What follows belongs to an exercise in optimizing a design on an open flow for small area; a production flow would make more cautious choices. At most, simulation tests tie the RTL to the original design; equivalence was not proved. For runs 3 to 5, only the layout was checked, not whether the RTL still works. Power and IR drop assume default switching activity.

File: flow/flow/run.sh
#!/bin/bash
# The standard ORFS layout (standard.sh, standard synthesis unchanged) with
# three layout settings passed through the environment:
#  * buffer_ports puts the smallest buffer (buf_1) on each input and output port;
#  * clock tree built from clkbuf_8 cells, without dummy loads;
#  * after global routing, non-critical cells are downsized (RECOVER_POWER).
# The whole make run's output is kept in standard_flow.log; ORFS keeps each
# step's log under orfs/logs/.
set -euo pipefail
export BUFFER_PORTS_ARGS="-buffer_cell sky130_fd_sc_hd__buf_1"
export CTS_ARGS="-sink_clustering_enable -repair_clock_nets -sink_clustering_size 25 -buf_list sky130_fd_sc_hd__clkbuf_8 -dont_use_dummy_load"
export RECOVER_POWER=100
bash standard.sh > standard_flow.log 2>&1
File: flow/design.v
module osdp_crc16_byte (
    input  wire [15:0] crc_in,
    input  wire [7:0]  data,
    output wire [15:0] crc_out,
    output wire [7:0]  x
);
    assign x = crc_in[15:8] ^ data;
    wire [7:0] y = {x[7:4], x[3:0] ^ x[7:4]};
    assign crc_out = {crc_in[7:0], 8'h00} ^ {y[3:0], 12'h000} ^ {3'b000, y, 5'b00000} ^ {8'h00, y};
endmodule
module osdp_frame_core (
    input  wire        clk,
    input  wire        rst,             
    input  wire        rx_valid,
    input  wire [7:0]  rx_data,
    input  wire        rx_error,
    output wire        rx_ready,
    output wire        buf_we,
    output wire [10:0] buf_addr,
    output wire [7:0]  buf_wdata,
    output reg  [7:0]  addr,
    output reg  [15:0] len,
    output reg  [7:0]  ctrl,
    output reg  [7:0]  cmd,
    output reg  [15:0] trailer,
    output wire        crc_mode,
    output reg         valid,
    output wire        poll_ack,
    output wire        frame_ready,
    output wire [2:0]  status,
    output reg         mcause,
    output reg         frame_done,
    output reg         malformed,
    output reg         transport_fault
);
    localparam [7:0]  SOM     = 8'h53;
    localparam [15:0] CRC_SOM = 16'h8B66;
    reg [10:0] idx;        
    reg [7:0]  aux;        
    reg [15:0] crc;
    reg        last;       
    reg        fault;
    reg        held;       
    reg        bad_hdr;    
    assign crc_mode    = ctrl[2];
    assign poll_ack    = !cmd[7] && cmd[6] && (cmd[4:0] == 5'd0);
    assign frame_ready = held;
    assign status      = fault   ? 3'd4 :
                         bad_hdr ? 3'd3 :
                         held    ? {1'b0, !valid, valid} : 3'd0;
    assign rx_ready = !fault;
    wire take  = !rst && !rx_error && rx_valid && !fault;
    wire hunt  = (idx == 11'd0);
    wire som   = (rx_data == SOM);
    assign buf_we    = take && (!hunt || som);
    assign buf_addr  = idx;
    assign buf_wdata = rx_data;
    wire hdr   = (idx[10:3] == 8'd0);
    wire pre5  = hdr && (idx[2:0] < 3'd5);       
    wire at5   = hdr && (idx[2:0] == 3'd5);
    wire [10:0] cy2;                   
    assign cy2[0] = 1'b0;
    assign cy2[1] = 1'b1;
    genvar g;
    generate
        for (g = 2; g < 11; g = g + 1) begin : g_cy
            assign cy2[g] = cy2[g-1] & idx[g-1];
        end
    endgenerate
    wire [10:0] idx1 = {idx[10:1] ^ (cy2[10:1] & {10{idx[0]}}), !idx[0]};
    wire [10:0] idx2 = {idx[10:1] ^ cy2[10:1], idx[0]};
    wire pen   = (idx2 == len[10:0]);            
    wire len_bad = (len[15:3] == 13'd0 && len[2:0] != 3'd7) ||
                   (len > 16'd1440);
    wire len7crc = (len == 16'd7) && ctrl[2];
    wire hdr_bad = len_bad || len7crc;
    wire fin   = take && last;
    wire malf  = take && at5 && hdr_bad;
    wire [15:0] crc_upd;
    wire [7:0]  crc_x;
    osdp_crc16_byte u_crc (
        .crc_in  (crc),
        .data    (rx_data),
        .crc_out (crc_upd),
        .x       (crc_x)
    );
    wire aux_rx = hunt || (ctrl[2] && !pre5);
    wire [7:0] sum_next = (aux & {8{!aux_rx}}) + rx_data;
    wire crc_match = (crc_x == 8'h00) && (crc[7:0] == aux);
    wire sum_match = (sum_next == 8'h00);
    wire match     = ctrl[2] ? crc_match : sum_match;
    wire [7:0] rxm  = rx_data & {8{!rst}};
    wire [7:0] auxm = aux & {8{!rst}};
    always @(posedge clk) begin
        if (rst || fin || malf)
            idx <= 11'd0;
        else if (buf_we)
            idx <= idx1;
        if (buf_we) begin
            aux <= sum_next;
            if (hunt || pre5 || !pen)
                crc <= hunt ? CRC_SOM : crc_upd;
        end
        if (rst || fin)
            last <= 1'b0;
        else if (take && !hunt && !pre5)
            last <= pen && !hdr_bad;
        if (rst || (take && hdr && idx[2:0] == 3'd1)) addr      <= rxm;
        if (rst || (take && hdr && idx[2:0] == 3'd2)) len[7:0]  <= rxm;
        if (rst || (take && hdr && idx[2:0] == 3'd3)) len[15:8] <= rxm;
        if (rst || (take && hdr && idx[2:0] == 3'd4)) ctrl      <= rxm;
        if (rst || (take && hdr && idx[2:0] == 3'd5)) cmd       <= rxm;
        if (rst || fin) begin
            trailer <= {rxm & {8{ctrl[2]}}, ctrl[2] ? auxm : rxm};
            valid   <= match && !rst;
        end
        if (rst)
            mcause <= 1'b0;
        else if (malf)
            mcause <= !len_bad;
        if (rst)
            fault <= 1'b0;
        else if (rx_error)
            fault <= 1'b1;
        if (rst || (take && hunt && som))
            held <= 1'b0;
        else if (fin)
            held <= 1'b1;
        if (rst || (take && hunt && som))
            bad_hdr <= 1'b0;
        else if (malf)
            bad_hdr <= 1'b1;
        frame_done      <= !rst && fin;
        malformed       <= !rst && malf;
        transport_fault <= !rst && rx_error && !fault;
    end
endmodule
File: flow/standard.sh
#!/bin/bash
# synth_recipe.tcl (not shown) runs the flow's synth.tcl, then flattens the netlist and writes it again
# the make line also repeats each setting of config.mk as NAME=value (left out here)
make -C /OpenROAD-flow-scripts/flow DESIGN_CONFIG=/design/flow/config.mk WORK_HOME=/design/flow/orfs CLKGATE_MAP_FILE= SYNTH_SCRIPT=/design/flow/synth_recipe.tcl "${@:-finish}"
File: flow/config.mk
export PLATFORM = sky130hd
export DESIGN_NAME = osdp_frame_core
export DESIGN_NICKNAME = osdp_frame_core
export VERILOG_FILES = /design/flow/design.v
export SDC_FILE = /design/flow/constraint.sdc
export NUM_CORES = 4
export LEC_CHECK = 0
export ABC_AREA = 1
export CAP_MARGIN = 20
export CORE_MARGIN = 2
export CORE_UTILIZATION = 40
export SLEW_MARGIN = 20
File: flow/constraint.sdc
create_clock -name core_clock -period 5.0 [get_ports {clk}]
set_input_delay 1.0000 -clock core_clock [delete_from_list [all_inputs] [get_ports {clk}]]
set_output_delay 1.0000 -clock core_clock [all_outputs]
set_load 0.01 [all_outputs]
==> impl_results.md, run 1 <==
- Starting density of the core: 0.405
- Outcome: no timing/DRC/antenna violations
- Hold Violations, Final: 0
- Reg2reg path depth: 13
- EDFF count, synth: ~80
- Area Overhead vs Synth: 11.2%
- Gpl congestion: approximately 0.87
- Post-synthesis sequential area ratio: 0.557
- Hold buffers post-CTS: 0
- Post-CTS sizing: 0
- Clock buffer count from CTS: 9
- Hold_ws: 0.478 ns
- Die Y: 116 um
- Minimum clock period: between 4 and 5 ns
- Cell variety after synth: 37
- Layout Nets: 628
- FP Rows: approximately 40
- Yosys top cell area share: 0.482
- Worst skew pair latency: roughly 0.39 ns
- Cell mode on critical path: buf_1
- Layout cells sized above 1: 0.0355
- Placed Cells: 755
- Via count of the first global-routing pass: about 3.6k
- Worst slew pin tran: roughly 1.2 ns
- Storage cell area: roughly 0.0028 mm^2
- Multi-input combinational cell area: between 0.0015 and 0.002 mm^2
- R2r endpoint: crc[5]$_SDFFCE_PP1P_
- Mapped Avg Cell Area: 10.1 um^2
- Top_reg_cell synth: edfxtp_1
- FF-to-FF Start: idx[1]$_SDFFE_PP0P_
- DRT Pass-1 Iters: 4
- Clock skew: 0.0312 ns
- N_diodes: 0
- Total routed wirelength: between 10,000 and 15,000 um
- Syn_nets: 535
- Worst reg2reg setup slack: 1.08 ns
- Htree depth: 3
- Cells after synthesis: ~500
- Async SR Flop Fraction: 0
- HPWL after DPL: 9280 um
- Worst Setup EP: buf_we
- DRC Markers: 0
- Synthesized area: 0.00505 mm^2
- Commonest non-fill, non-tap cells in the layout: buf_1, edfxtp_1, nand2_1
- Synth area leader: edfxtp_1
- Slew Limit Headroom: 0.174
- Post-route insts no fill: 764
- Final ANT Viol Nets: 0
- Largest net degree at the start of global routing: 23
- Pwr Total: ~1500 uW
- Slowest cell on the critical path: clkbuf_1
- Seq cells post-synth: 100
- Crit-path max FO: 22
- Post-placement cell area: 0.00553 mm^2
- Worst vdd ir: between 0.1 and 0.15 mV
- Die Wd: approximately 120 um
- Port-buffer cells: 99
- First-pass GRT wire length: approximately 19,000 um
- Setup violators final: 0
- Worst EP arrival: around 3 ns
- Crit. End Element: output port
- Post-CTS setup buffers: 0
- TritonCTS clock tree: yes
- Worst min path class: reg -> reg
- Power density over the cells: around 270 mW/mm^2
- Clock root cell: clkbuf_8
- Crit Path Class: in -> out
- Fin area: about 0.0056 mm^2
- Critical-path cell list: buf_1 > clkbuf_1 > inv_2 > nand4_1 > inv_1 > nand3_1 > nand2_2 > buf_1
- IO Pins: 100
- Clock-pin slew on the worst setup and hold paths: ~0.08 ns
- Final Cycle Share: 0.802
- Crit path from: rst
- DRT iter0 DRCs: between 200 and 300
- CP max stage delay: 0.70 ns
- Syn. warnings: 1
- # fillers: between 1k and 1.5k
- CTS max path bufs: 2
- DIE AREA: about 0.014 mm^2
- Core area: between 0.01 and 0.015 mm^2
- Total GRT Usage: 0.194
- Commonest non-fill, non-tap cell in the layout: buf_1
- Critical path required time: roughly 4 ns
- Grt ovf: 0
- Initial antenna violation count: 0
- Wire per inst: 16.3 um
- Sink Count: 100
- Unrepaired setup endpoints after global routing: no
- Maxcap violations: 0
- Avg Vias per Cell: approximately 5
- Highest clock rate: around 250 MHz
- Startpoint class of the critical path: input port
- Max-slew violation count: 0
- Setup_tns: 0 ns
- Static leakage: about 0.0022 uW
- Ranking of synthesized cells by area: edfxtp_1, dfxtp_1, nand2_1, ha_1, inv_1
- DR vias: between 3k and 4k
synthesized netlist by cell type, types with 4 or more instances:
library cell	instances
a21oi_1	33
buf_4	12
clkbuf_1	5
dfxtp_1	19
edfxtp_1	81
ha_1	21
inv_1	60
nand2_1	78
nand2_2	4
nand3_1	22
nand4_1	10
nor2_1	52
nor3_1	12
nor4_1	4
o21ai_0	12
or2_1	4
or2_2	6
xnor2_1	19
xor2_1	22
registers in the layout, summed over array words and instances, names as in the netlist:
register,count
len,16
aux,8
mcause,1
trailer,16
cmd,8
crc,16
fault,1
transport_fault,1
bad_hdr,1
idx,11
frame_done,1
held,1
addr,8
last,1
valid,1
malformed,1
ctrl,8
where the power goes:
part	internal (uW)	leakage (uW)	switching [uW]
sequential	935	0.000938	24.4
clock	162	0.0000647	260
combinational	43.1	0.00118	99.5
total	1140	0.00218	384
critical path, delay by kind of cell:
kind                   cells  cell delay, ns
AND/OR/NAND/NOR            3            0.60
buffers and inverters      5            1.40
layout make-up:
| cell class | count | share of cell area |
|---|---|---|
| Clock buffer | 9 | 0.0221 |
| Inverter | 63 | 0.0421 |
| Multi-Input combinational cell | 318 | 0.328 |
| Sequential cell | 100 | 0.501 |
| Tap cell | 172 | 0.0383 |
| Timing Repair Buffer | 102 | 0.0682 |
worst min path at each step:
stage / start / end / slack, ns / cells past startpoint
3_5_place_dp: last$_SDFFE_PP0P_ / last$_SDFFE_PP0P_ / 0.46 / 2
6_report: last$_SDFFE_PP0P_ / last$_SDFFE_PP0P_ / 0.48 / 2
2_1_floorplan: last$_SDFFE_PP0P_ / last$_SDFFE_PP0P_ / 0.44 / 2
4_1_cts: last$_SDFFE_PP0P_ / last$_SDFFE_PP0P_ / 0.48 / 2
3_3_place_gp: last$_SDFFE_PP0P_ / last$_SDFFE_PP0P_ / 0.46 / 2
5_1_grt: last$_SDFFE_PP0P_ / last$_SDFFE_PP0P_ / 0.49 / 2
through the flow:
step           setup slack [ns]  utilization
4_1_cts                    1.45        0.453
6_report                  0.989        0.450
3_3_place_gp               1.49        0.443
3_5_place_dp               1.47        0.443
5_1_grt                   0.706        0.450
2_1_floorplan              1.38            -
layer usage:
metal  up-vias  wire, um  GRT usage
li1       1846         -          -
met1      1811      5600      0.257
met2       125      6020      0.319
met3        22       613     0.0301
met5         -         0          0
met4         0       225     0.0810
kinds of logic (layout without fill, tap and decap cells):
| group | after synthesis | count (layout) | synth area share |
|---|---|---|---|
| flops | 100 | 100 | 0.557 |
| simple gates | 198 | 198 | 0.176 |
| buf+inv | 83 | 174 | 0.0739 |
| xor+xnor | 43 | 43 | 0.0776 |
| fa+ha+maj | 22 | 22 | 0.0560 |
| compound gates | 55 | 55 | 0.0597 |
==> run 2, diff against run 1 <==
--- a/flow/config.mk
+++ b/flow/config.mk
@@ -7,3 +7,2 @@
 export LEC_CHECK = 0
-export ABC_AREA = 1
 export CAP_MARGIN = 20
==> run 2 against run 1 <==
Compared with the run above: still clean; sequential power about the same; via count shrank 10%; maximum frequency is 2.8% higher; critical path type is now in -> reg; largest power group unchanged.
==> impl_results.md, run 2 <==
- Outcome: no timing/DRC/antenna violations
- Die Y: 115 um
- N_diodes: 0
- Ranking of synthesized cells by area: edfxtp_1, dfxtp_1, xnor2_1, ha_1, nor2_1
- Fin area: 0.00549 mm^2
- Top_reg_cell synth: edfxtp_1
- Minimum clock period: approximately 4 ns
- Mapped Avg Cell Area: between 10 and 15 um^2
- Most frequent cell after synthesis: edfxtp_1
- Crit. End Element: flop
- Proportion of synthesized area in mux cells: 0.0183
- Htree depth: 3
- Setup violators final: 0
- Cell Int Power: 1150 uW
- Via count of the first global-routing pass: roughly 3.3k
- Reg2reg path depth: 14
- Complex-gate fraction of the synthesized area: 0.0799
- Critical path required time: between 5 and 6 ns
- Post-placement cell area: about 0.0054 mm^2
- Unrepaired setup endpoints after global routing: no
- Clock-pin slew on the worst setup and hold paths: 0.08 ns
- Hold Crit Depth: 2
- Simple-gate share of the synthesized area: 0.153
- Clock root cell: clkbuf_8
- Commonest non-fill, non-tap cell in the layout: buf_1
- Starting density of the core: 0.411
- Area Overhead vs Synth: 11.3%
- TritonCTS clock tree: yes
- Critical-path cell list: buf_1 > clkbuf_1 > nor4b_1 > o21a_1 > clkbuf_1 > a21boi_0 > buf_4
- Register share of total power: 0.632
- Yosys top cell area share: 0.493
- Worst EP arrival: just under 4 ns
- Cell variety after synth: 56
- CTS max path bufs: 2
- Slowest cell on the critical path: nor4b_1
- Xor/xnor cell area share of the yosys netlist: 0.0817
- DRT iter0 DRCs: 268
- Avg Vias per Cell: 5.27
- Layout Nets: 536
- Adder-cell share of the synthesized area: 0.0573
- Max-slew violation count: 0
- Final ANT Viol Nets: 0
- Sink Count: 100
- Seq cells post-synth: 100
- Regs by FF count: crc (16), len (16), trailer (16)
- EDFF count, synth: 81
- Grt ovf: 0
- Startpoint class of the critical path: input port
- Worst min path class: reg -> reg
- Crit Path Class: in -> reg
- Maxcap violations: 0
- Worst vdd ir: approximately 0.09 mV
- Port-buffer cells: approximately 100
- Layout cells sized above 1: 0.0360
- Pwr Total: 1520 uW
- Clk network pwr share: 0.271
- Async SR Flop Fraction: 0
- Total routed wirelength: around 12,000 um
- R2r endpoint: valid$_DFFE_PP_
- DRT Pass-1 Iters: 4
- Highest clock rate: ~260 MHz
- Setup_tns: 0 ns
- Cell mode on critical path: clkbuf_1
- Wire per inst: 18.1 um
- Cells after synthesis: ~410
- Post-CTS setup buffers: 0
- Worst slew pin tran: between 1 and 1.5 ns
- Hold Violations, Final: 0
- Slew Limit Headroom: 0.0563
- IO Pins: 100
- DIE AREA: roughly 0.013 mm^2
- HPWL after DPL: ~8700 um
- Final Cycle Share: 0.781
- DR vias: 3,407
- Min-delay src: last$_SDFFE_PP0P_
- Clock skew: 0.0252 ns
- Post-synthesis sequential area ratio: 0.570
- Core area: approximately 0.012 mm^2
- CP max stage delay: approximately 0.85 ns
- FF-to-FF Start: idx[0]$_SDFFE_PP0P_
- Net switching power figure: 371 uW
- Largest family of logic cells by synthesized area: simple AND/OR/NAND/NOR gates
- Worst skew pair latency: 0.36 ns
- Worst reg2reg setup slack: approximately 1.3 ns
- Commonest non-fill, non-tap cells in the layout: buf_1, edfxtp_1, xnor2_1
- FP Rows: 40
- Total GRT Usage: 0.179
- Largest net degree at the start of global routing: 34
- DRC Markers: 0
- Synthesized area: between 0.004 and 0.005 mm^2
- Hold Path End: last$_SDFFE_PP0P_
- Hold buffers post-CTS: 0
- Static leakage: slightly below 0.002 uW
- Power density over the cells: around 280 mW/mm^2
- Synth area leader: edfxtp_1
- Sw frac: 0.244
- Combinational power share: 0.097
- Syn. warnings: 1
- Syn_nets: 441
- Die Wd: ~120 um
- Clock buffer count from CTS: 9
- Initial antenna violation count: 0
- Gpl congestion: 0.867
- Post-CTS sizing: 0
- First-pass GRT wire length: 17,900 um
- Crit-path max FO: 33
- Top cell types by occurrence after synthesis: edfxtp_1, xnor2_1, nor2_1
==> run 2: layer usage <==
| metal | part of all wire | up-vias | track usage |
|---|---|---|---|
| met5 | 0 | - | 0 |
| met4 | 0.014 | 0 | 0.0739 |
| met3 | 0.044 | 12 | 0.0264 |
| met2 | 0.48 | 101 | 0.285 |
| met1 | 0.47 | 1639 | 0.246 |
| li1 | - | 1655 | - |
==> run 2: kinds of logic (layout without fill, tap and decap cells) <==
kind of cell | count (synthesis) | after routing
compound gates | 58 | 58
xor+xnor | 46 | 46
flops | 100 | 100
buf+inv | 40 | 133
simple gates | 132 | 132
mux | 9 | 9
fa+ha+maj | 22 | 22
==> run 2: power groups by stage <==
stage / clock network, uW / registers, uW / logic, uW
global placement: 0 / 979 / 149
global route: 448 / 965 / 162
detailed placement: 0 / 979 / 150
finish: 413 / 960 / 147
CTS: 418 / 961 / 151
floorplan: 0 / 989 / 81.0
==> run 2: worst max path at each step <==
stage | start | to | cells after the start
3_5_place_dp | idx[0]$_SDFFE_PP0P_ | valid$_DFFE_PP_ | 14
2_1_floorplan | idx[2]$_SDFFE_PP0P_ | crc[0]$_SDFFCE_PP0P_ | 12
4_1_cts | idx[0]$_SDFFE_PP0P_ | valid$_DFFE_PP_ | 14
3_3_place_gp | idx[0]$_SDFFE_PP0P_ | valid$_DFFE_PP_ | 14
5_1_grt | rst | crc[7]$_SDFFCE_PP0P_ | 7
6_report | rst | crc[5]$_SDFFCE_PP1P_ | 7
==> run 2: final cells by class <==
| class | instances | area, um^2 |
|---|---|---|
| Fill cell | 1155 | 6520 |
| Sequential cell | 100 | 2810 |
| Multi-Input combinational cell | 267 | 1900 |
| Timing Repair Buffer | 104 | 398 |
| Tap cell | 147 | 184 |
| Clock buffer | 9 | 124 |
| Inverter | 20 | 75.1 |
==> run 2: critical path: cells and delay by family <==
| kind | cells | cell delay [ns] |
|---|---|---|
| and+or+nand+nor | 1 | 0.85 |
| buffers and inverters | 4 | 1.53 |
| AOI/OAI and AO/OA | 2 | 0.56 |
==> run 2: metrics by stage <==
stage	instances	hold WS, ns	utilization	setup slack, ns
2_1_floorplan	407	0.441	-	0.987
3_3_place_gp	638	0.464	0.450	1.46
3_5_place_dp	638	0.488	0.450	1.29
4_1_cts	647	0.500	0.461	1.29
5_1_grt	647	0.535	0.457	0.728
6_report	647	0.494	0.457	1.10
==> run 3, diff against run 2 <==
--- a/flow/design.v
+++ b/flow/design.v
@@ -31,5 +31,5 @@
     output reg         mcause,
-    output reg         frame_done,
-    output reg         malformed,
-    output reg         transport_fault
+    output wire        frame_done,
+    output wire        malformed,
+    output wire        transport_fault
 );
@@ -44,2 +44,6 @@
     reg        bad_hdr;    
+    reg        pulse;      
+    assign frame_done      = pulse && held && !fault;
+    assign malformed       = pulse && bad_hdr && !fault;
+    assign transport_fault = pulse && fault;
     assign crc_mode    = ctrl[2];
@@ -132,5 +136,3 @@
             bad_hdr <= 1'b1;
-        frame_done      <= !rst && fin;
-        malformed       <= !rst && malf;
-        transport_fault <= !rst && rx_error && !fault;
+        pulse <= !rst && (fin || malf || (rx_error && !fault));
     end
==> run 3 against run 2 <==
Compared with the run above: first-iteration DRC count is 15% lower; die area is 2.3% lower; sequential share of layout area is 0.30 points higher; worst setup slack worse by 0.25 ns; non-clock buffer count is 1 lower; sequential cell count is 2 lower; routed wire length is 1.7% lower; final area is 2.0% lower; hold slack better by 0.00061 ns; utilization is 0.35 points lower; clock power hardly changed; critical endpoint is now valid$_DFFE_PP_; largest power group unchanged; highest routed layer unchanged.
==> impl_results.md, run 3 <==
- Maxcap violations: 0
- Area Overhead vs Synth: 11.7%
- Avg Vias per Cell: about 5.2
- Worst skew pair latency: 0.38 ns
- Port-buffer cells: 99
- Cell mode on critical path: inv_1
- Die Y: 114 um
- Yosys top cell area share: 0.505
- Worst EP arrival: around 4.3 ns
- Top cell types by occurrence after synthesis: edfxtp_1, nor2_1, xnor2_1
- FF-to-FF Start: idx[0]$_SDFFE_PP0P_
- Commonest non-fill, non-tap cells in the layout: buf_1, edfxtp_1, nor2_1
- Commonest non-fill, non-tap cell in the layout: buf_1
- Clock-pin slew on the worst setup and hold paths: 0.09 ns
- Clock root cell: clkbuf_8
- HPWL after DPL: 8470 um
- N_diodes: 0
- Power density over the cells: about 270 mW/mm^2
- CTS max path bufs: 2
- Max-slew violation count: 0
- Hold buffers post-CTS: 0
- DRT Pass-1 Iters: 5
- Most frequent cell after synthesis: edfxtp_1
- Sink Count: a little under 100
- Ranking of synthesized cells by area: edfxtp_1, dfxtp_1, xnor2_1, ha_1, xor2_1
- Unrepaired setup endpoints after global routing: no
- Via count of the first global-routing pass: about 3.1k
- Slowest cell on the critical path: nand3_1
- Worst vdd ir: roughly 0.094 mV
- Grt ovf: 0
- Core area: 0.0119 mm^2
- Regs by FF count: crc (16), len (16), trailer (16)
- Minimum clock period: just over 4 ns
- Worst slew pin tran: 1.39 ns
- Setup violators final: 0
- Post-CTS setup buffers: 0
- Syn_nets: between 400 and 500
- First-pass GRT wire length: around 18,000 um
- Outcome: no timing/DRC/antenna violations
- Syn. warnings: 1
- Final ANT Viol Nets: 0
- Clock skew: between 0.015 and 0.02 ns
- Worst min path class: reg -> reg
- R2r endpoint: valid$_DFFE_PP_
- Hold Path End: last$_SDFFE_PP0P_
- Top_reg_cell synth: edfxtp_1
- Synthesized area: approximately 0.0048 mm^2
- IO Pins: 100
- Htree depth: 3
- Clock buffer count from CTS: 9
- Hold Violations, Final: 0
- Mapped Avg Cell Area: about 12 um^2
- Cell variety after synth: 47
- Highest clock rate: between 200 and 250 MHz
- Async SR Flop Fraction: 0
- Largest net degree at the start of global routing: 33
- Crit. End Element: flop
- Total routed wirelength: around 11,000 um
- DRT iter0 DRCs: about 230
- Worst reg2reg setup slack: 0.84 ns
- EDFF count, synth: slightly above 80
- Post-synthesis sequential area ratio: 0.576
- Initial antenna violation count: 0
- # fillers: between 1k and 1.5k
- Slew Limit Headroom: 0.0709
- Critical path required time: between 5 and 6 ns
- Reg2reg path depth: 12
- TritonCTS clock tree: yes
- Gpl congestion: roughly 0.9
- Die Wd: ~110 um
- Synth area leader: edfxtp_1
- Static leakage: approximately 0.0019 uW
- Hold Crit Depth: 2
- Layout Nets: ~520
- CP max stage delay: about 0.53 ns
- DRC Markers: 0
- Hold_ws: roughly 0.49 ns
- Starting density of the core: 0.406
- FP Rows: 40
- Startpoint class of the critical path: flop
- Pwr Total: around 1500 uW
- Seq cells post-synth: a little under 100
- Post-CTS sizing: 0
- DIE AREA: 0.0129 mm^2
- DR vias: about 3.3k
- Critical-path cell list: inv_1 > ha_1 > nor2b_1 > nand3_1 > and3_1 > ha_1 > inv_1 > fa_1 > inv_1 > or4_1 > or4_1 > o41ai_1
- Crit Path Class: reg -> reg
- Cells after synthesis: 388
- Layout cells sized above 1: 0.0331
- Crit-path max FO: 18
- Wire per inst: between 15 and 20 um
- Total GRT Usage: 0.182
- Setup_tns: 0 ns
- Final Cycle Share: 0.832
- Min-delay src: last$_SDFFE_PP0P_
run 3: area by class of cell:
type	instances	area, um^2	area share
tap	147	184	0.0342
inverter	10	37.5	0.00698
timing repair buffer	103	387	0.0719
clock buffer	9	124	0.0230
multi-input combinational	263	1880	0.349
sequential	98	2770	0.515
run 3: report_power, final:
part / internal (uW) / switching [uW] / leakage, uW / total (uW)
clock network: 162 / 251 / 0.0000647 / 412
registers: 914 / 19.7 / 0.000937 / 933
logic: 44.6 / 87.2 / 0.000929 / 132
run 3: worst max-delay path by stage:
stage | start | end | slack (ns)
after detailed placement | idx[0]$_SDFFE_PP0P_ | valid$_DFFE_PP_ | 1.22
after floorplan | idx[0]$_SDFFE_PP0P_ | valid$_DFFE_PP_ | 1.66
after global routing | idx[0]$_SDFFE_PP0P_ | valid$_DFFE_PP_ | 0.56
after global placement | idx[0]$_SDFFE_PP0P_ | valid$_DFFE_PP_ | 1.22
final | idx[0]$_SDFFE_PP0P_ | valid$_DFFE_PP_ | 0.84
after CTS | idx[0]$_SDFFE_PP0P_ | valid$_DFFE_PP_ | 1.17
run 3: through the flow:
stage	instances	setup WS, ns	instance area, um^2	utilization
CTS	630	1.17	5420	0.457
floorplan	388	1.66	4820	-
detailed placement	621	1.22	5290	0.446
global placement	621	1.22	5290	0.446
finish	630	0.842	5380	0.454
global route	630	0.558	5380	0.454
run 3: critical path: cells and delay by family (launching register included):
| kind | cells | cell delay, ns |
|---|---|---|
| flops | 1 | 0.52 |
| compound gates | 1 | 0.33 |
| simple gates | 5 | 1.87 |
| buf+inv | 3 | 0.29 |
| fa+ha+maj | 3 | 0.93 |
run 3: per-layer routing:
metal / part of all wire / wire length, um / global-route usage / vias up
met1: 0.46 / 5230 / 0.251 / 1580
met5: 0 / 0 / 0 / -
li1: - / - / - / 1564
met3: 0.050 / 575 / 0.0335 / 21
met4: 0.025 / 282 / 0.0805 / 0
met2: 0.47 / 5410 / 0.283 / 108
run 3: cell families after synthesis:
group           share of synthesized area
compound gates                     0.0556
xor+xnor                            0.105
buf+inv                            0.0301
fa+ha+maj                          0.0587
mux                                0.0166
flops                               0.576
simple gates                        0.158
==> run 4, diff against run 3 <==
--- a/flow/design.v
+++ b/flow/design.v
@@ -91,3 +91,14 @@
     wire aux_rx = hunt || (ctrl[2] && !pre5);
-    wire [7:0] sum_next = (aux & {8{!aux_rx}}) + rx_data;
+    wire [7:0] sum_a = aux & {8{!aux_rx}};
+    wire [8:0] sum_c;
+    wire [7:0] sum_next;
+    assign sum_c[0] = 1'b0;
+    genvar k;
+    generate
+        for (k = 0; k < 8; k = k + 1) begin : g_sum
+            assign sum_next[k] = sum_a[k] ^ rx_data[k] ^ sum_c[k];
+            assign sum_c[k+1]  = (sum_a[k] & rx_data[k]) | (sum_a[k] & sum_c[k]) |
+                                 (rx_data[k] & sum_c[k]);
+        end
+    endgenerate
     wire crc_match = (crc_x == 8'h00) && (crc[7:0] == aux);
@@ -96,3 +107,3 @@
     wire [7:0] rxm  = rx_data & {8{!rst}};
-    wire [7:0] auxm = aux & {8{!rst}};
+    wire       crc_keep = ctrl[2] && !rst;
     always @(posedge clk) begin
@@ -117,3 +128,3 @@
         if (rst || fin) begin
-            trailer <= {rxm & {8{ctrl[2]}}, ctrl[2] ? auxm : rxm};
+            trailer <= {rxm & {8{ctrl[2]}}, crc_keep ? aux : rxm};
             valid   <= match && !rst;
--- a/flow/config.mk
+++ b/flow/config.mk
@@ -8,4 +8,4 @@
 export CAP_MARGIN = 20
-export CORE_MARGIN = 2
-export CORE_UTILIZATION = 40
+export CORE_AREA = 2 2 113.055 113.055
+export DIE_AREA = 0 0 115.055 115.055
 export SLEW_MARGIN = 20
==> run 4 against run 3 <==
Compared with the run above: still clean; area after synthesis shrank 1.3%; clock power is essentially flat; routed wire length grew 3.7%; final cell count shrank 2.1%; sequential power grew 0.5%; sequential cell count is the same; clock skew grew 0.018 ns; global-route usage grew 0.12 points; power grew 0.49%; count of clock-buffer cells in the layout is the same; largest cell class unchanged.
==> impl_results.md, run 4 <==
- Htree depth: 3
- Combinational power share: 0.092
- Critical path required time: around 5.1 ns
- Hold Crit Depth: 2
- Startpoint class of the critical path: flop
- Yosys top cell area share: 0.512
- EDFF count, synth: a little over 80
- Top_reg_cell synth: edfxtp_1
- Worst min path class: reg -> reg
- Post-synthesis sequential area ratio: 0.583
- Grt ovf: 0
- Core area: about 0.012 mm^2
- Setup violators final: 0
- DRT iter0 DRCs: about 220
- Minimum clock period: approximately 4.7 ns
- Clk network pwr share: 0.276
- Synth area leader: edfxtp_1
- Seq cells post-synth: 98
- Layout cells sized above 1: 0.0383
- DR vias: between 3k and 4k
- Power density over the cells: ~280 mW/mm^2
- IO Pins: 100
- Syn_nets: 406
- HPWL after DPL: just under 9000 um
- DRC Markers: 0
- Worst vdd ir: 0.119 mV
- Clock root cell: clkbuf_8
- Die Wd: approximately 120 um
- Cell variety after synth: 47
- Hold Violations, Final: 0
- Wire per inst: slightly below 20 um
- Area Overhead vs Synth: 12.2%
- Worst slew pin tran: about 1.4 ns
- Layout Nets: ~500
- Worst reg2reg setup slack: approximately 0.25 ns
- Syn. warnings: 1
- # fillers: 1,185
- Worst skew pair latency: 0.38 ns
- Post-route insts no fill: 617
- Static leakage: approximately 0.0019 uW
- Starting density of the core: 0.396
- Crit-path max FO: 6
- Cells after synthesis: around 370
- Commonest non-fill, non-tap cells in the layout: buf_1, edfxtp_1, nor2_1
- Hold buffers post-CTS: 0
- Avg Vias per Cell: roughly 5.3
- Port-buffer cells: 99
- Reg2reg path depth: 14
- Crit Path Class: reg -> reg
- Crit. End Element: flop
- First-pass GRT wire length: 18,000 um
- FP Rows: 40
- Clock buffer count from CTS: 9
- CTS max path bufs: 2
- Sink Count: 98
- Total routed wirelength: 11,900 um
- TritonCTS clock tree: yes
- Placed Cells: 608
- Cell Int Power: around 1100 uW
- Hold_ws: 0.544 ns
- Clock-pin slew on the worst setup and hold paths: about 0.090 ns
- Unrepaired setup endpoints after global routing: no
- Maxcap violations: 0
- Multi-input combinational cell area: 0.00178 mm^2
- Final Cycle Share: 0.949
- Async SR Flop Fraction: 0
- Pwr Total: around 1500 uW
- Mapped Avg Cell Area: 12.7 um^2
- DRT Pass-1 Iters: 4
- Clock skew: 0.0355 ns
- Max-slew violation count: 0
- Top cell types by occurrence after synthesis: edfxtp_1, nor2_1, xnor2_1
- Total GRT Usage: 0.183
- Die Y: between 100 and 150 um
- Commonest non-fill, non-tap cell in the layout: buf_1
- Setup_tns: 0 ns
- Initial antenna violation count: 0
- Gpl congestion: between 0.8 and 0.9
- Sw frac: 0.244
- Synthesized area: approximately 0.0048 mm^2
- Storage cell area: about 0.0028 mm^2
- Ranking of synthesized cells by area: edfxtp_1, dfxtp_1, xnor2_1, ha_1, nor2_1
- Regs by FF count: crc (16), len (16), trailer (16)
- Most frequent cell after synthesis: edfxtp_1
- Worst EP arrival: roughly 4.9 ns
- Slew Limit Headroom: 0.0659
- Final ANT Viol Nets: 0
- Outcome: no timing/DRC/antenna violations
- Highest clock rate: between 200 and 250 MHz
- Largest net degree at the start of global routing: 33
- Net switching power figure: between 300 and 400 uW
- Via count of the first global-routing pass: between 3k and 4k
- Register share of total power: 0.632
- DIE AREA: ~0.013 mm^2
- N_diodes: 0
==> run 4: changes by cell type in the layout (fill, tap and decap cells not counted), sizes merged, moves of 7 or more <==
cell   before  now
nor2       43   35
and3       13    5
a41oi       0    9
and2       10   17
nand2      20   12
==> run 4: per-layer routing <==
metal  global-route usage  part of all wire  up-vias
li1                     -                 -     1537
met5                    0                 0        -
met2                0.281              0.47      101
met3               0.0401             0.048       15
met4               0.0651             0.017        0
met1                0.258              0.47     1626
==> run 4: final timing paths <==
check / from / to
setup / recovery: idx[6]$_SDFFE_PP0P_ / valid$_DFFE_PP_
hold / removal: bad_hdr$_SDFFE_PP0P_ / bad_hdr$_SDFFE_PP0P_
setup reg to reg: idx[6]$_SDFFE_PP0P_ / valid$_DFFE_PP_
hold reg to reg: bad_hdr$_SDFFE_PP0P_ / bad_hdr$_SDFFE_PP0P_
==> run 4: layout make-up <==
| class | count | area share |
|---|---|---|
| well taps | 147 | 0.0345 |
| flip-flops and latches | 98 | 0.520 |
| inverters | 14 | 0.00985 |
| clock buffers | 9 | 0.0232 |
| repair buffers | 109 | 0.0781 |
| multi-input cells | 240 | 0.334 |
==> run 4: power groups by stage <==
stage                     logic (uW)  clock network (uW)  registers (uW)
after floorplan                 71.2                   0             966
after global placement           140                   0             956
after detailed placement         141                   0             956
after CTS                        142                 422             938
after global routing             151                 442             941
final                            137                 410             938
==> run 4: critical path, cell delays in order (launching register included) <==
cell and delay [ns]:
dfxtp_1 0.35, or4_4 0.60, nor3_4 0.21, nor2_1 0.11, and2_0 0.17, ha_1 0.19, fa_1 0.38, fa_1 0.40
fa_1 0.39, fa_1 0.41, fa_1 0.39, fa_1 0.39, xnor2_1 0.15, xnor2_1 0.22, o22ai_1 0.13
==> run 4: through the flow <==
stage	worst slack (ns)	util	cell area [um^2]
2_1_floorplan	0.342	-	4750
3_3_place_gp	0.349	0.438	5260
3_5_place_dp	0.202	0.438	5260
4_1_cts	0.179	0.448	5380
5_1_grt	0.0410	0.444	5330
6_report	0.253	0.444	5330
==> run 4: cell families after synthesis <==
group	Yosys count	synth area share
buffers and inverters	35	0.0384
flip-flops	98	0.583
multiplexers	9	0.0190
XOR/XNOR	47	0.0866
AND/OR/NAND/NOR	123	0.146
AO/OA/AOI/OAI	40	0.0619
adder cells (fa/ha/maj)	21	0.0648
==> run 4: repair_timing <==
item / CTS / global route
setup endpoints to repair: 0 / 1
buffers inserted: 0 / 0
gates resized for setup: 0 / 1
==> run 5, diff against run 4 <==
--- a/flow/design.v
+++ b/flow/design.v
@@ -40,3 +40,2 @@
     reg [15:0] crc;
-    reg        last;       
     reg        fault;
@@ -80,3 +79,3 @@
     wire hdr_bad = len_bad || len7crc;
-    wire fin   = take && last;
+    wire fin   = take && pulse && !hunt;
     wire malf  = take && at5 && hdr_bad;
@@ -106,2 +105,3 @@
     wire match     = ctrl[2] ? crc_match : sum_match;
+    wire idx_clr = rst || fin || malf;
     wire [7:0] rxm  = rx_data & {8{!rst}};
@@ -109,6 +109,4 @@
     always @(posedge clk) begin
-        if (rst || fin || malf)
-            idx <= 11'd0;
-        else if (buf_we)
-            idx <= idx1;
+        if (idx_clr || buf_we)
+            idx <= idx1 & {11{!idx_clr}};
         if (buf_we) begin
@@ -118,6 +116,2 @@
         end
-        if (rst || fin)
-            last <= 1'b0;
-        else if (take && !hunt && !pre5)
-            last <= pen && !hdr_bad;
         if (rst || (take && hdr && idx[2:0] == 3'd1)) addr      <= rxm;
@@ -147,3 +141,8 @@
             bad_hdr <= 1'b1;
-        pulse <= !rst && (fin || malf || (rx_error && !fault));
+        if (rst || fault || (hunt && !rx_error))
+            pulse <= 1'b0;
+        else if (rx_error)
+            pulse <= 1'b1;
+        else if (take)
+            pulse <= pulse || (at5 && hdr_bad) || (!pre5 && pen);
     end
==> run 5 against run 4 <==
Compared with the run above: still clean on timing, DRC and antenna; sequential cell count shrank 1; sequential share of layout area grew 1.6 points; utilization grew 0.083 points; register-to-register slack gained 0.05 ns; hold slack lost 0.055 ns; combinational power grew about 90%; clock power is essentially flat; critical path type unchanged; largest cell class unchanged.
==> impl_results.md, run 5 <==
- Post-placement cell area: approximately 0.0053 mm^2
- Worst skew pair latency: around 0.36 ns
- Pwr Total: between 1500 and 2000 uW
- IO Pins: 100
- Worst reg2reg setup slack: approximately 0.30 ns
- DIE AREA: 0.0132 mm^2
- Commonest non-fill, non-tap cell in the layout: buf_1
- Startpoint class of the critical path: flop
- Commonest non-fill, non-tap cells in the layout: buf_1, edfxtp_1, nor2_1
- Fin area: about 0.0053 mm^2
- Power density over the cells: approximately 310 mW/mm^2
- Async SR Flop Fraction: 0
- Post-synthesis sequential area ratio: 0.600
- Die Wd: 115 um
- Worst vdd ir: 0.174 mV
- Setup_tns: 0 ns
- Max-slew violation count: 0
- Hold buffers post-CTS: 0
- Hold Violations, Final: 0
- Regs by FF count: crc (16), len (16), trailer (16)
- Most frequent cell after synthesis: edfxtp_1
- Crit. End Element: flop
- Synth area leader: edfxtp_1
- CTS max path bufs: 2
- Seq cells post-synth: slightly below 100
- Post-CTS sizing: 0
- Final WS setup: about 0.30 ns
- Layout cells sized above 1: 0.0416
- Cell variety after synth: slightly below 50
- Avg Vias per Cell: 5.09
- Wire per inst: approximately 18 um
- EDFF count, synth: 92
- TritonCTS clock tree: yes
- Highest clock rate: 213 MHz
- Clock skew: roughly 0.025 ns
- Unrepaired setup endpoints after global routing: no
- Clock root cell: clkbuf_8
- DP Worst Slack: roughly 0.33 ns
- First-pass GRT wire length: 17,200 um
- Ranking of synthesized cells by area: edfxtp_1, xnor2_1, xor2_1, ha_1, nor2_1
- Gpl congestion: 0.824
- Worst min path class: reg -> reg
- Outcome: no timing/DRC/antenna violations
- # fillers: 1,147
- Crit Path Class: reg -> reg
- Total routed wirelength: 10,900 um
- Critical path required time: just over 5 ns
- Slew Limit Headroom: 0.0838
- Final ANT Viol Nets: 0
- N_diodes: 0
- Area Overhead vs Synth: 12.0%
- Synthesized area: 0.00477 mm^2
- Static leakage: about 0.0019 uW
- Clock-pin slew on the worst setup and hold paths: 0.08 ns
- Reg2reg path depth: 14
- Mapped Avg Cell Area: 13.4 um^2
- Core area: approximately 0.012 mm^2
- Final Cycle Share: 0.940
- Clk network pwr share: 0.244
- Grt ovf: 0
- HPWL after DPL: about 8000 um
- Minimum clock period: 4.70 ns
- Syn. warnings: 1
- Combinational power share: 0.156
- DR vias: 3,076
- Setup violators final: 0
- Top_reg_cell synth: edfxtp_1
- Die Y: roughly 120 um
- DRT Pass-1 Iters: 4
- Worst slew pin tran: about 1.4 ns
- Syn_nets: a little under 400
- Top cell types by occurrence after synthesis: edfxtp_1, nor2_1, xnor2_1
- Initial antenna violation count: 0
- Largest net degree at the start of global routing: 31
- Worst EP arrival: ~4.8 ns
- Register share of total power: 0.600
- Starting density of the core: 0.397
- Hold Crit Depth: 2
- Layout Nets: between 400 and 500
- Yosys top cell area share: 0.579
- DRC Markers: 0
- Sw frac: 0.268
- Crit-path max FO: 7
- Via count of the first global-routing pass: about 3.1k
- Cells after synthesis: roughly 360
- Port-buffer cells: 99
- Clock buffer count from CTS: 9
- Sink Count: 97
- DRT iter0 DRCs: approximately 210
- Post-CTS setup buffers: 0
- Hold_ws: about 0.49 ns
- FP Rows: 40
- Htree depth: 3
- Cell Int Power: roughly 1200 uW
- Net switching power figure: between 400 and 500 uW
- Maxcap violations: 0
- Total GRT Usage: 0.172
## run 5: cells by family (layout without fill, tap and decap cells)
| family | count (synthesis) | in the layout | synth area share |
|---|---|---|---|
| compound gates | 24 | 24 | 0.0365 |
| xor+xnor | 55 | 55 | 0.101 |
| fa+ha+maj | 21 | 21 | 0.0645 |
| buf+inv | 26 | 126 | 0.0286 |
| flops | 97 | 97 | 0.600 |
| mux | 8 | 8 | 0.0168 |
| simple gates | 126 | 126 | 0.153 |
## run 5: path summary, 6_finish.rpt
path	start	to
worst max register to register	idx[3]$_DFFE_PP_	valid$_DFFE_PP_
worst min-delay path	mcause$_SDFFE_PP0P_	mcause$_SDFFE_PP0P_
worst min register to register	mcause$_SDFFE_PP0P_	mcause$_SDFFE_PP0P_
worst max-delay path	idx[3]$_DFFE_PP_	valid$_DFFE_PP_
## run 5: layer usage
metal | up-vias | wire, um | share of wire | GRT usage
li1 | 1462 | - | - | -
met1 | 1495 | 5330 | 0.49 | 0.250
met2 | 101 | 4650 | 0.43 | 0.246
met3 | 18 | 654 | 0.060 | 0.0411
met4 | 0 | 251 | 0.023 | 0.0763
met5 | - | 0 | 0 | 0
## run 5: final cells by class
type / instances / area (um^2) / area share
Clock buffer: 9 / 124 / 0.0232
Inverter: 9 / 33.8 / 0.00632
Multi-Input combinational cell: 234 / 1730 / 0.323
Sequential cell: 97 / 2860 / 0.536
Tap cell: 147 / 184 / 0.0344
Timing Repair Buffer: 108 / 413 / 0.0773
## run 5: metrics by stage
| step | utilization | instances |
|---|---|---|
| after floorplan | - | 357 |
| after global placement | 0.441 | 595 |
| after detailed placement | 0.441 | 595 |
| after CTS | 0.451 | 604 |
| after global routing | 0.445 | 604 |
| final | 0.445 | 604 |
## run 5: critical path: stages (launching register included)
cell and delay [ns]:
edfxtp_1 0.48, nor4_4 0.39, and4_1 0.26, a21oi_1 0.11, and2_0 0.21, ha_1 0.19, fa_1 0.39, fa_1 0.39
fa_1 0.39, fa_1 0.39, fa_1 0.39, fa_1 0.39, xnor2_1 0.15, xnor2_1 0.21, o22ai_1 0.11
## run 5: power groups by stage
| stage | clock, uW | sequential, uW | combinational (uW) |
|---|---|---|---|
| 2_1_floorplan | 0 | 1040 | 156 |
| 3_3_place_gp | 0 | 1020 | 264 |
| 3_5_place_dp | 0 | 1020 | 266 |
| 4_1_cts | 415 | 1000 | 268 |
| 5_1_grt | 445 | 1010 | 292 |
| 6_report | 407 | 1000 | 260 |
==> run 6, diff against run 5 <==
--- a/flow/design.v
+++ b/flow/design.v
@@ -105,3 +105,2 @@
     wire match     = ctrl[2] ? crc_match : sum_match;
-    wire idx_clr = rst || fin || malf;
     wire [7:0] rxm  = rx_data & {8{!rst}};
@@ -109,4 +108,6 @@
     always @(posedge clk) begin
-        if (idx_clr || buf_we)
-            idx <= idx1 & {11{!idx_clr}};
+        if (rst || fin || malf)
+            idx <= 11'd0;
+        else if (buf_we)
+            idx <= idx1;
         if (buf_we) begin
--- a/flow/config.mk
+++ b/flow/config.mk
@@ -8,4 +8,4 @@
 export CAP_MARGIN = 20
-export CORE_AREA = 2 2 113.055 113.055
-export DIE_AREA = 0 0 115.055 115.055
+export CORE_AREA = 2 2 98 98
+export DIE_AREA = 0 0 100 100
 export SLEW_MARGIN = 20
==> run 6 against run 5 <==
Compared with the run above: utilization is 14 points higher; final cell count is 5.6% lower; clock power is 1% lower; area after synthesis is 0.42% lower; die area is 24% lower; critical path depth stayed put; clock skew is 0.0010 ns lower; final area is 1.0% lower; maximum frequency is 0.68% higher; critical path type unchanged; sequential cell count stayed put; count of clock-buffer cells in the layout stayed put; non-clock buffer count is 1 higher; highest routed layer unchanged.
==> impl_results.md, run 6 <==
- Outcome: no timing/DRC/antenna violations
- EDFF count, synth: around 80
- Clk network pwr share: 0.272
- Hold buffers post-CTS: 0
- Sw frac: 0.242
- Max-slew violation count: 0
- N_diodes: 0
- Commonest non-fill, non-tap cell in the layout: buf_1
- Net switching power figure: 358 uW
- DR vias: 3,088
- Largest net degree at the start of global routing: 30
- DRT iter0 DRCs: between 150 and 200
- Via count of the first global-routing pass: approximately 3.0k
- Layout Nets: 494
- Port-buffer cells: 99
- Grt ovf: 0
- Ranking of synthesized cells by area: edfxtp_1, dfxtp_1, xor2_1, xnor2_1, ha_1
- Htree depth: 3
- Total GRT Usage: 0.218
- Final Cycle Share: 0.934
- Unrepaired setup endpoints after global routing: no
- Worst vdd ir: ~0.17 mV
- Minimum clock period: around 4.7 ns
- Final ANT Viol Nets: 0
- Post-route insts no fill: 570
- Layout cells sized above 1: 0.0436
- Multi-input combinational cell area: between 0.0015 and 0.002 mm^2
- Slew Limit Headroom: 0.144
- Syn. warnings: 1
- Synth area leader: edfxtp_1
- Die Wd: ~100 um
- Setup violators final: 0
- CTS max path bufs: 2
- Clock root cell: clkbuf_8
- Post-synthesis sequential area ratio: 0.579
- Mapped Avg Cell Area: approximately 13 um^2
- Synthesized area: 0.00475 mm^2
- Met1 usage: 0.331
- Crit Path Class: reg -> reg
- Clock buffer count from CTS: 9
- Die Y: 100 um
- Wire per inst: 18.7 um
- Core area: 0.00911 mm^2
- FP Rows: 35
- Crit. End Element: flop
- Commonest non-fill, non-tap cells in the layout: buf_1, edfxtp_1, nor2_1
- Top cell types by occurrence after synthesis: edfxtp_1, nor2_1, xor2_1
- Gpl congestion: roughly 0.81
- Regs by FF count: crc (16), len (16), trailer (16)
- Clock-pin slew on the worst setup and hold paths: roughly 0.090 ns
- Async SR Flop Fraction: 0
- Worst min path class: reg -> reg
- DRC Markers: 0
- TritonCTS clock tree: yes
- Highest clock rate: around 210 MHz
- Cell Int Power: ~1100 uW
- Initial antenna violation count: 0
- Worst EP arrival: around 4.8 ns
- Yosys top cell area share: 0.512
- Register share of total power: 0.631
- Storage cell area: roughly 0.0028 mm^2
- DP Worst Slack: between 0.3 and 0.4 ns
- Most frequent cell after synthesis: edfxtp_1
- Setup_tns: 0 ns
- HPWL after DPL: 7780 um
- Combinational power share: 0.097
- Avg Vias per Cell: about 5.4
- Worst skew pair latency: about 0.36 ns
- Cell variety after synth: between 40 and 50
- Syn_nets: slightly below 400
- Gr busiest metal: met1
- Worst slew pin tran: between 1 and 1.5 ns
- DRT Pass-1 Iters: 4
- Grt met3 use: 0.0571
- Total routed wirelength: roughly 11,000 um
- Final WS setup: 0.331 ns
- Area Overhead vs Synth: 11.3%
- Static leakage: around 0.0019 uW
- Crit-path max FO: 7
- Top_reg_cell synth: edfxtp_1
- Pwr Total: about 1500 uW
- Met2 Use GR: 0.305
- Seq cells post-synth: between 90 and 100
- Cells after synthesis: between 300 and 400
- # fillers: between 700 and 800
- Placed Cells: between 500 and 600
- DIE AREA: about 0.01 mm^2
- Maxcap violations: 0
- Post-CTS sizing: 0
- First-pass GRT wire length: 16,400 um
- Starting density of the core: 0.522
- Clock skew: between 0.02 and 0.025 ns
- Sink Count: 97
- Power density over the cells: approximately 280 mW/mm^2
- Critical path required time: between 5 and 6 ns
- Hold Violations, Final: 0
- Post-CTS setup buffers: 0
- Startpoint class of the critical path: flop
- IO Pins: 100
==> run 6: cell count changes after synthesis, moves of 3 or more <==
cell | previous run | this run
edfxtp_1 | 92 | 81
nand2_1 | 19 | 10
xor2_1 | 22 | 28
a21oi_1 | 6 | 9
xnor2_1 | 33 | 27
dfxtp_1 | 5 | 16
o2111ai_1 | 0 | 8
and2_1 | 16 | 19
==> run 6: cell type report <==
| cell class | count | area share |
|---|---|---|
| multi-input cells | 236 | 0.345 |
| flip-flops and latches | 97 | 0.521 |
| well taps | 111 | 0.0263 |
| inverters | 8 | 0.00568 |
| clock buffers | 9 | 0.0234 |
| repair buffers | 109 | 0.0795 |
==> run 6: routing by layer <==
layer | up-vias | part of all wire
met1 | 1493 | 0.50
met3 | 12 | 0.065
met2 | 106 | 0.43
met5 | - | 0
li1 | 1477 | -
met4 | 0 | 0.013
==> run 6: path summary, 6_finish.rpt <==
path / startpoint / endpoint / slack (ns) / cells after the start
worst max-delay path: idx[6]$_SDFFE_PP0P_ / valid$_DFFE_PP_ / 0.33 / 14
worst min-delay path: bad_hdr$_SDFFE_PP0P_ / bad_hdr$_SDFFE_PP0P_ / 0.49 / 2
worst min register to register: bad_hdr$_SDFFE_PP0P_ / bad_hdr$_SDFFE_PP0P_ / 0.49 / 2
worst max register to register: idx[6]$_SDFFE_PP0P_ / valid$_DFFE_PP_ / 0.33 / 14
==> run 6: kinds of logic after synthesis <==
kind of cell	share of synthesized area
compound gates	0.0598
mux	0.0190
buf+inv	0.0332
xor+xnor	0.101
simple gates	0.142
flops	0.579
fa+ha+maj	0.0648
==> run 6: critical path, cell delays in order (launching register included) <==
cell     delay [ns]
dfxtp_1        0.37
nor4_4         0.39
and4_1         0.28
a21oi_1        0.12
and2_0         0.20
ha_1           0.19
fa_1           0.38
fa_1           0.39
fa_1           0.39
fa_1           0.39
fa_1           0.39
fa_1           0.38
xnor2_1        0.14
xnor2_1        0.23
o22ai_1        0.14
==> run 6: power groups by stage <==
| stage | logic [uW] | clock network (uW) | registers (uW) |
|---|---|---|---|
| floorplan | 74.6 | 0 | 965 |
| finish | 144 | 403 | 933 |
| global placement | 147 | 0 | 951 |
| detailed placement | 147 | 0 | 951 |
| global route | 158 | 435 | 937 |
| CTS | 148 | 414 | 933 |
==> run 6: metrics by stage <==
stage / util / hold WS [ns] / cell area, um^2
final: 0.580 / 0.489 / 5290
after CTS: 0.585 / 0.492 / 5330
after global placement: 0.572 / 0.479 / 5210
after global routing: 0.580 / 0.522 / 5290
after floorplan: - / 0.451 / 4750
after detailed placement: 0.572 / 0.481 / 5210
==> run 7, diff against run 6 <==
--- a/flow/config.mk
+++ b/flow/config.mk
@@ -8,4 +8,4 @@
 export CAP_MARGIN = 20
-export CORE_AREA = 2 2 98 98
-export DIE_AREA = 0 0 100 100
+export CORE_AREA = 2 2 104 104
+export DIE_AREA = 0 0 106 106
 export SLEW_MARGIN = 20
==> run 7 against run 6 <==
Compared with the run above: global-route usage is 1.5 points lower; first-iteration DRC count is 13% lower; still clean; hold slack better by 0.0067 ns; area after synthesis stayed put; maximum frequency is 0.60% higher; utilization is 6.1 points lower; largest power group unchanged; combinational power hardly changed.
==> impl_results.md, run 7 <==
- Outcome: no timing/DRC/antenna violations
- Gr busiest metal: met1
- Static leakage: between 0.0015 and 0.002 uW
- DR vias: ~3.1k
- CP max stage delay: 0.40 ns
- Maxcap violations: 0
- Gpl congestion: around 0.9
- Port-buffer cells: 99
- Clk network pwr share: 0.271
- Initial antenna violation count: 0
- Regs by FF count: crc (16), len (16), trailer (16)
- First-pass GRT wire length: 17,000 um
- Commonest non-fill, non-tap cells in the layout: buf_1, edfxtp_1, nor2_1
- Pwr Total: ~1500 uW
- Synthesized area: between 0.004 and 0.005 mm^2
- Combinational power share: 0.098
- Yosys top cell area share: 0.512
- Die Y: ~110 um
- Crit. End Element: flop
- Clock root cell: clkbuf_8
- Highest clock rate: roughly 220 MHz
- Clock-pin slew on the worst setup and hold paths: ~0.08 ns
- Worst min path class: reg -> reg
- Register share of total power: 0.632
- CTS max path bufs: 2
- Syn_nets: 395
- FP Rows: 37
- Synth area leader: edfxtp_1
- Slew Limit Headroom: 0.0570
- Cell variety after synth: just under 50
- Largest net degree at the start of global routing: 31
- Wire per inst: 18.7 um
- Layout cells sized above 1: 0.0460
- DRC Markers: 0
- Met1 usage: 0.296
- Avg Vias per Cell: approximately 5.3
- Mapped Avg Cell Area: between 10 and 15 um^2
- Layout Nets: between 400 and 500
- N_diodes: 0
- Final Cycle Share: 0.928
- IO Pins: 100
- Post-synthesis sequential area ratio: 0.579
- Async SR Flop Fraction: 0
- Seq cells post-synth: 97
- Grt ovf: 0
- EDFF count, synth: just over 80
- Critical-path cell list: nor4_4 > and4_1 > a21oi_1 > and2_0 > ha_1 > fa_1 > fa_1 > fa_1 > fa_1 > fa_1 > fa_1 > xnor2_1 > xnor2_1 > o22ai_1
- Cells after synthesis: 362
- Grt met3 use: 0.0625
- Commonest non-fill, non-tap cell in the layout: buf_1
- Die Wd: approximately 110 um
- Clock skew: ~0.024 ns
- Ranking of synthesized cells by area: edfxtp_1, dfxtp_1, xor2_1, xnor2_1, ha_1
- Worst slew pin tran: between 1 and 1.5 ns
- Unrepaired setup endpoints after global routing: no
- Final Util: 0.519
- Starting density of the core: 0.464
- Setup violators final: 0
- Total routed wirelength: around 11,000 um
- DRT iter0 DRCs: between 150 and 200
- Minimum clock period: between 4 and 5 ns
- Hold buffers post-CTS: 0
- HPWL after DPL: 8070 um
- Syn. warnings: 1
- Top_reg_cell synth: edfxtp_1
- Post-CTS sizing: 0
- Slowest cell on the critical path: fa_1
- Most frequent cell after synthesis: edfxtp_1
- TritonCTS clock tree: yes
- Met2 Use GR: 0.289
- Power density over the cells: about 280 mW/mm^2
- Hold Violations, Final: 0
- Worst vdd ir: about 0.20 mV
- Startpoint class of the critical path: flop
- Cell Int Power: approximately 1100 uW
- Sw frac: 0.241
- Post-CTS setup buffers: 0
- WP buf/inv: 0
- Worst skew pair latency: approximately 0.37 ns
- Net switching power figure: 357 uW
- Worst EP arrival: approximately 4.8 ns
- Max-slew violation count: 0
- Final ANT Viol Nets: 0
- Crit Path Class: reg -> reg
- Top cell types by occurrence after synthesis: edfxtp_1, nor2_1, xor2_1
- Clock buffer count from CTS: 9
- Core area: between 0.01 and 0.015 mm^2
- Crit path max-delay family: adder cells
- Total GRT Usage: 0.203
- Crit-path max FO: 7
- Cell mode on critical path: fa_1
- Setup_tns: 0 ns
- Area Overhead vs Synth: 11.9%
- DIE AREA: between 0.01 and 0.015 mm^2
- Critical path required time: a little over 5 ns
- DRT Pass-1 Iters: 4
- Sink Count: between 90 and 100
- Via count of the first global-routing pass: a little over 3k
- Htree depth: 3
[run 7: worst paths after layout]
kind | endpoint | depth (start not counted) | start | slack, ns
max | valid$_DFFE_PP_ | 14 | idx[10]$_SDFFE_PP0P_ | 0.36
min | bad_hdr$_SDFFE_PP0P_ | 2 | bad_hdr$_SDFFE_PP0P_ | 0.50
max reg2reg | valid$_DFFE_PP_ | 14 | idx[10]$_SDFFE_PP0P_ | 0.36
min reg2reg | bad_hdr$_SDFFE_PP0P_ | 2 | bad_hdr$_SDFFE_PP0P_ | 0.50
[run 7: tightest hold or removal path: stages, from the launching register on]
cell and delay, ns:
dfxtp_1 0.33, inv_1 0.07, a21oi_1 0.06
[run 7: cell families after synthesis]
logic type	share of synthesized area
buf+inv	0.0332
fa+ha+maj	0.0648
compound gates	0.0598
flops	0.579
mux	0.0190
xor+xnor	0.101
simple gates	0.142
[run 7: area by class of cell]
cell class                 count  area, um^2
clock buffer                   9         124
fill                         944        4920
inverter                       8        30.0
multi-input combinational    236        1820
sequential                    97        2750
tap                          136         170
timing repair buffer         107         413
[run 7: stage by stage]
stage	setup slack [ns]	instance area, um^2	std cells	hold slack [ns]
floorplan	0.382	4750	362	0.451
global placement	0.543	5230	584	0.477
detailed placement	0.371	5230	584	0.482
CTS	0.349	5350	593	0.494
global route	0.115	5310	593	0.518
finish	0.359	5310	593	0.496
[run 7: power by group through the flow]
| stage | clock network [uW] | registers, uW | logic, uW |
|---|---|---|---|
| global placement | 0 | 951 | 147 |
| CTS | 408 | 934 | 148 |
| floorplan | 0 | 965 | 74.6 |
| global route | 434 | 938 | 159 |
| detailed placement | 0 | 951 | 147 |
| finish | 400 | 933 | 144 |
[run 7: layer usage]
layer | share of wire | up-vias
li1 | - | 1471
met2 | 0.42 | 126
met3 | 0.079 | 16
met4 | 0.017 | 0
met1 | 0.48 | 1510
met5 | 0 | -
==> run 8, diff against run 7 <==
--- a/flow/config.mk
+++ b/flow/config.mk
@@ -8,4 +8,4 @@
 export CAP_MARGIN = 20
-export CORE_AREA = 2 2 104 104
-export DIE_AREA = 0 0 106 106
+export CORE_AREA = 2 2 113.055 113.055
+export DIE_AREA = 0 0 115.055 115.055
 export SLEW_MARGIN = 20
==> run 8 against run 7 <==
Compared with the run above: synthesized cell count is the same; sequential cell count did not move; global-route usage fell by 2.5 points; sequential share of layout area decreased by 0.073 points; final cell count up 2.0%; first-iteration DRC count rose by 18%; non-clock buffer count increased by 1; worst setup slack improved by 0.046 ns; final area rose by 0.14%; area after synthesis stayed put; largest cell class unchanged.
==> impl_results.md, run 8 <==
- Initial antenna violation count: 0
- FP Rows: 40
- Wire per inst: roughly 19 um
- Syn. warnings: 1
- Crit-path max FO: 7
- Worst skew pair latency: roughly 0.38 ns
- Async SR Flop Fraction: 0
- Worst reg2reg setup slack: between 0.4 and 0.5 ns
- IO Pins: 100
- Port-buffer cells: between 90 and 100
- Clock-pin slew on the worst setup and hold paths: around 0.090 ns
- Htree depth: 3
- Hold Path End: bad_hdr$_SDFFE_PP0P_
- Slew Limit Headroom: 0.0739
- HPWL after DPL: 8340 um
- Critical path required time: approximately 5 ns
- Synth area leader: edfxtp_1
- Hold Crit Depth: 2
- Grt met3 use: 0.0432
- DP Worst Slack: about 0.4 ns
- Most frequent cell after synthesis: edfxtp_1
- Avg Vias per Cell: between 5 and 6
- Post-route insts no fill: around 600
- Reg2reg path depth: 14
- Placed Cells: between 500 and 600
- Syn_nets: about 400
- FF-to-FF Start: idx[10]$_SDFFE_PP0P_
- Crit. End Element: flop
- DR vias: 3,138
- Top cell types by occurrence after synthesis: edfxtp_1, nor2_1, xor2_1
- Minimum clock period: 4.60 ns
- Power density over the cells: 280 mW/mm^2
- Commonest non-fill, non-tap cell in the layout: buf_1
- Final ANT Viol Nets: 0
- Ranking of synthesized cells by area: edfxtp_1, dfxtp_1, xor2_1, xnor2_1, ha_1
- Final Cycle Share: 0.919
- Cell variety after synth: 49
- Commonest non-fill, non-tap cells in the layout: buf_1, edfxtp_1, nor2_1
- Highest clock rate: approximately 220 MHz
- R2r endpoint: valid$_DFFE_PP_
- Gr busiest metal: met2
- Cell mode on critical path: fa_1
- Post-synthesis sequential area ratio: 0.579
- DRT iter0 DRCs: between 150 and 200
- Crit Path Class: reg -> reg
- Die Y: ~120 um
- Max-slew violation count: 0
- Gpl congestion: about 0.86
- DIE AREA: around 0.013 mm^2
- Via count of the first global-routing pass: about 3.1k
- Regs by FF count: crc (16), len (16), trailer (16)
- Layout Nets: 493
- DRC Markers: 0
- Met1 usage: 0.240
- N_diodes: 0
- Cells after synthesis: around 360
- Slowest cell on the critical path: fa_1
- Crit path from: idx[10]$_SDFFE_PP0P_
- Setup violators final: 0
- Top_reg_cell synth: edfxtp_1
- Critical-path cell list: nor4_4 > and4_1 > a21oi_1 > and2_0 > ha_1 > fa_1 > fa_1 > fa_1 > fa_1 > fa_1 > fa_1 > xnor2_1 > xnor2_1 > o22ai_1
- Startpoint class of the critical path: flop
- EDFF count, synth: 81
- Synthesized area: around 0.0048 mm^2
- Static leakage: about 0.0019 uW
- Worst vdd ir: approximately 0.15 mV
- Layout cells sized above 1: 0.0415
- CP max stage delay: 0.40 ns
- Met2 Use GR: 0.276
- Die Wd: approximately 120 um
- Clock root cell: clkbuf_8
- First-pass GRT wire length: ~18,000 um
- Area Overhead vs Synth: 12.0%
- Post-CTS setup buffers: 0
- Total GRT Usage: 0.178
- CTS max path bufs: 2
- Yosys top cell area share: 0.512
- Core area: ~0.012 mm^2
- Final WS setup: 0.404 ns
- DRT Pass-1 Iters: 4
- Starting density of the core: 0.396
- TritonCTS clock tree: yes
- Maxcap violations: 0
- Worst slew pin tran: between 1 and 1.5 ns
- Setup_tns: 0 ns
- Hold buffers post-CTS: 0
- Worst min path class: reg -> reg
- Grt ovf: 0
- Mapped Avg Cell Area: between 10 and 15 um^2
- Clock buffer count from CTS: 9
- Worst EP arrival: between 4 and 5 ns
- Largest net degree at the start of global routing: 31
- Clock skew: between 0.03 and 0.04 ns
- Sink Count: 97
- Outcome: no timing/DRC/antenna violations
- Seq cells post-synth: 97
- Post-CTS sizing: 0
- Min-delay src: bad_hdr$_SDFFE_PP0P_
- Hold Violations, Final: 0
- Unrepaired setup endpoints after global routing: no
- Total routed wirelength: around 11,000 um
## run 8: cell counts after synthesis
No cell type changed its count.
## run 8: worst max-delay path by stage
stage                                  to  cells after the start
after global placement    valid$_DFFE_PP_                     14
after floorplan           valid$_DFFE_PP_                     17
after CTS                 valid$_DFFE_PP_                     14
after detailed placement  valid$_DFFE_PP_                     14
final                     valid$_DFFE_PP_                     14
after global routing      valid$_DFFE_PP_                     14
## run 8: kinds of logic after synthesis
| kind of cell | after synthesis | synth area share |
|---|---|---|
| compound gates | 36 | 0.0598 |
| mux | 9 | 0.0190 |
| buf+inv | 29 | 0.0332 |
| xor+xnor | 55 | 0.101 |
| simple gates | 115 | 0.142 |
| fa+ha+maj | 21 | 0.0648 |
| flops | 97 | 0.579 |
## run 8: stage by stage
stage | power, uW | utilization | area (um^2) | hold slack (ns)
finish | 1490 | 0.443 | 5320 | 0.492
global route | 1540 | 0.443 | 5320 | 0.528
CTS | 1500 | 0.447 | 5370 | 0.493
detailed placement | 1100 | 0.437 | 5250 | 0.483
global placement | 1100 | 0.437 | 5250 | 0.475
floorplan | 1040 | - | 4750 | 0.451
## run 8: power by group
part           switching [uW]  internal, uW
clock network             248           162
registers                22.5           912
logic                    96.8          47.9
total                     367          1120
## run 8: cell type report
cell class | instances | area (um^2)
timing repair buffer | 108 | 413
fill | 1137 | 6690
sequential | 97 | 2750
tap | 147 | 184
multi-input combinational | 236 | 1820
inverter | 8 | 30.0
clock buffer | 9 | 124
## run 8: worst max-delay path, delay by kind of cell, from the launching register on
kind	cells	cell delay, ns
compound gates	2	0.22
xor+xnor	2	0.37
fa+ha+maj	7	2.54
flops	1	0.39
simple gates	3	0.82
## run 8: routing by layer
metal,routed length (um),vias to the layer above
met5,0,-
met4,210,0
met3,595,16
met2,5290,90
met1,5240,1557
li1,-,1475

what the ideal ports hide:
How much do the figures lean on ideal ports? The routed layouts below were timed once more, with nothing changed but the port constraints.
Step 1: set_driving_cell puts a clkbuf_16 on clk and a buf_2 on each other input, an assumption about the parent block.
Step 2 also shifts input and output timing later by t, the mid clock arrival at the registers, as if the neighbouring blocks saw the same clock.
a / b / c = no drivers / after step 1 / after step 2; a / b = the first two.
| run | t, ns | slack for setup (ns) | cell pins on the clock port's net |
|---|---|---|---|
| run 1 | 0.409 | 0.989 / 0.966 / 0.706 | 1 |
| run 2 | 0.386 | 1.097 / 1.094 / 0.726 | 1 |
| run 3 | 0.406 | 0.842 / 0.842 / 0.842 | 1 |
| run 4 | 0.396 | 0.253 / 0.253 / 0.253 | 1 |
| run 5 | 0.385 | 0.299 / 0.299 / 0.299 | 1 |
| run 6 | 0.381 | 0.331 / 0.330 / 0.330 | 1 |
| run 7 | 0.389 | 0.359 / 0.358 / 0.268 | 1 |
| run 8 | 0.392 | 0.404 / 0.404 / 0.334 | 1 |
After both steps every run listed still meets setup and hold. For run 2, which loses most, drivers alone change the setup slack by -0.003 ns; drivers and shift together by -0.371 ns.
